This design comes from an exercise in tuning for a short achievable clock period and few clock cycles on the open sky130 flow, not from production work.
Only simulation tests tie the RTL to the original design; equivalence was not proved.

// simple_cpu
module simple_cpu (
    input  wire               clk,
    input  wire               rst,           
    input  wire               start,         
    input  wire               ld_valid,      
    input  wire signed [15:0] ld_word,
    input  wire               ld_fail,       
    input  wire        [1:0]  ld_fail_code,  
    input  wire               ld_done,       
    output wire               in_ready,
    input  wire               in_valid,
    input  wire signed [15:0] in_word,
    input  wire               in_bad,        
    output wire               out_valid,
    output wire        [1:0]  out_kind,
    output wire signed [14:0] out_word,
    output wire        [2:0]  phase,
    output wire        [3:0]  cause,
    output wire signed [27:0] acc,
    output wire        [6:0]  ic,
    output wire signed [14:0] ir,
    output wire signed [7:0]  opc,
    output wire signed [7:0]  opd,
    input  wire        [6:0]  dbg_addr,
    output wire signed [14:0] dbg_data
);
For scale: about 47000 cells after synthesis, ~2300 flip-flops, ~160 I/O pins, ~0.33 mm^2 of cells after synthesis.
Settings: LEC_CHECK=0, CAP_MARGIN=40, CORE_MARGIN=2, CORE_UTILIZATION=40, PLACE_DENSITY=0.6, SETUP_SLACK_MARGIN=5, SLEW_MARGIN=30; clock period 18.0 ns.
run.sh (not shown) runs the stock make flow with config.mk's settings and CLKGATE_MAP_FILE= SYNTH_SCRIPT=/design/flow/synth_recipe.tcl, a recipe that flattens the netlist after the stock synthesis.
The first run stopped in 5_1_grt (GRT-0116).
Testbench counts at the start, summed over its fixed seeds: cycles 38,488.
Edit:
--- a/flow/design.v
+++ b/flow/design.v
@@ -42,14 +42,13 @@
                      EV_VALUE  = 2'd3;
     localparam [2:0] S_EXEC  = 3'd0,    
                      S_READW = 3'd1,    
                      S_REJ   = 3'd2,    
                      S_DIV   = 3'd3,    
                      S_MUL   = 3'd4,    
-                     S_BAD   = 3'd5,    
-                     S_DIV1  = 3'd6;    
+                     S_BAD   = 3'd5;    
     localparam OP_READ = 0, OP_WRITE = 1, OP_LOAD = 2, OP_STORE = 3,
                OP_ADD = 4, OP_SUB = 5, OP_DIV = 6, OP_MUL = 7, OP_MOD = 8,
                OP_BR = 9, OP_BRN = 10, OP_BRZ = 11, OP_HALT = 12;
     localparam integer DW = 135;    
     function [DW-1:0] decode;
         input [14:0] w;
@@ -147,13 +146,13 @@
     wire [6:0] ic2 = ic_r + 7'd2;
     wire [6:0] ic3 = ic_r + 7'd3;
     wire [6:0] ic4 = ic_r + 7'd4;
     wire [6:0] ic5 = ic_r + 7'd5;
     reg signed [27:0] prod_r;
     reg        [13:0] dA;                      
-    reg        [9:0]  dQ;                      
+    reg        [5:0]  dQ;                      
     reg        [13:0] dR;                      
     reg        [284:0] dMk;                    
     reg               dbn, dqneg, drneg, dmod;
     reg        [14:0] bad_m;
     reg               bad_s;
     reg signed [7:0]  bad_opc, bad_opd;
@@ -192,17 +191,31 @@
     reg  [284:0] mk_n;
     integer kk;
     always @* begin
         for (kk = 1; kk <= 15; kk = kk + 1)
             mk_n[19 * (kk - 1) +: 19] = $signed(my) * kk;
     end
-    wire [17:0] ds1 = dstep(14'd0, {2'b00, dA[13:12]}, dMk, dbn);
-    wire [17:0] ds2 = dstep(ds1[13:0], dA[11:8], dMk, dbn);
-    wire [17:0] ds3 = dstep(ds2[13:0], dA[7:4], dMk, dbn);
-    wire [17:0] ds4 = dstep(dR, dA[3:0], dMk, dbn);
-    wire [13:0] dq_m   = {dQ, ds4[17:14]};
+    wire [13:0] xb_mag = my[14] ? -my[13:0] : my[13:0];
+    reg  [5:0]  sq;
+    reg  [6:0]  sr;
+    integer si;
+    always @* begin
+        sr = 7'd0;
+        for (si = 5; si >= 0; si = si - 1) begin
+            sr = {sr[5:0], xa_mag[8 + si]};
+            if ((xb_mag[13:7] == 7'd0) && (sr >= xb_mag[6:0])) begin
+                sr = sr - xb_mag[6:0];
+                sq[si] = 1'b1;
+            end else begin
+                sq[si] = 1'b0;
+            end
+        end
+    end
+    wire [17:0] ds3 = dstep(dR, dA[7:4], dMk, dbn);
+    wire [17:0] ds4 = dstep(ds3[13:0], dA[3:0], dMk, dbn);
+    wire [13:0] dq_m   = {dQ, ds3[17:14], ds4[17:14]};
     wire [13:0] dres_m = dmod ? ds4[13:0] : dq_m;
     wire        dres_n = dmod ? drneg : dqneg;
     wire signed [27:0] dres = dres_n ? -$signed({14'd0, dres_m}) : $signed({14'd0, dres_m});
     wire        dres_z = (dres_m == 14'd0);
     reg         adv;
     always @* begin
@@ -359,13 +372,13 @@
             a2      <= 7'd0;
             a0oh    <= 100'd0;
             a1oh    <= 100'd0;
             a2oh    <= 100'd0;
             prod_r  <= 28'sd0;
             dA      <= 14'd0;
-            dQ      <= 10'd0;
+            dQ      <= 6'd0;
             dR      <= 14'd0;
             dMk     <= 285'd0;
             dbn     <= 1'b0;
             dqneg   <= 1'b0;
             drneg   <= 1'b0;
             dmod    <= 1'b0;
@@ -448,18 +461,20 @@
                         if (op0[OP_DIV] | op0[OP_MOD] | (lm & (op1[OP_DIV] | op1[OP_MOD]))) begin
                             if (!lm && opv == 15'sd0) begin
                                 cause_r <= op0[OP_DIV] ? C_DIV_ZERO : C_MOD_ZERO;
                                 phase_r <= PH_ERROR;
                             end else begin
                                 dA    <= xa_mag;
+                                dQ    <= sq;
+                                dR    <= {7'd0, sr};
                                 dMk   <= mk_n;
                                 dbn   <= my[14];
                                 dqneg <= mx[14] ^ my[14];
                                 drneg <= mx[14];
                                 dmod  <= lm ? op1[OP_MOD] : op0[OP_MOD];
-                                st    <= S_DIV1;
+                                st    <= S_DIV;
                             end
                         end
                         if (op0[OP_READ] && in_valid && !in_accept)
                             st <= S_REJ;
                         if (op0[OP_READ] && !in_valid)
                             st <= S_READW;
@@ -473,17 +488,12 @@
                     if (in_valid && !in_accept)
                         st <= S_REJ;
                 end
                 S_REJ: begin
                     st <= S_EXEC;
                 end
-                S_DIV1: begin
-                    dQ <= {ds1[15:14], ds2[17:14], ds3[17:14]};
-                    dR <= ds3[13:0];
-                    st <= S_DIV;
-                end
                 S_MUL: begin
                     if (ovf) begin
                         acc_r   <= prod_r;
                         cause_r <= C_ACC_OVERFLOW;
                         phase_r <= PH_ERROR;
                     end
After rerunning: The new run died in 5_1_grt on GRT-0116. Synthesized cell count decreases by a few percent. Synthesized area came out lower by a few percent.
Testbench counts after the change, summed over its fixed seeds: cycles 34,350.
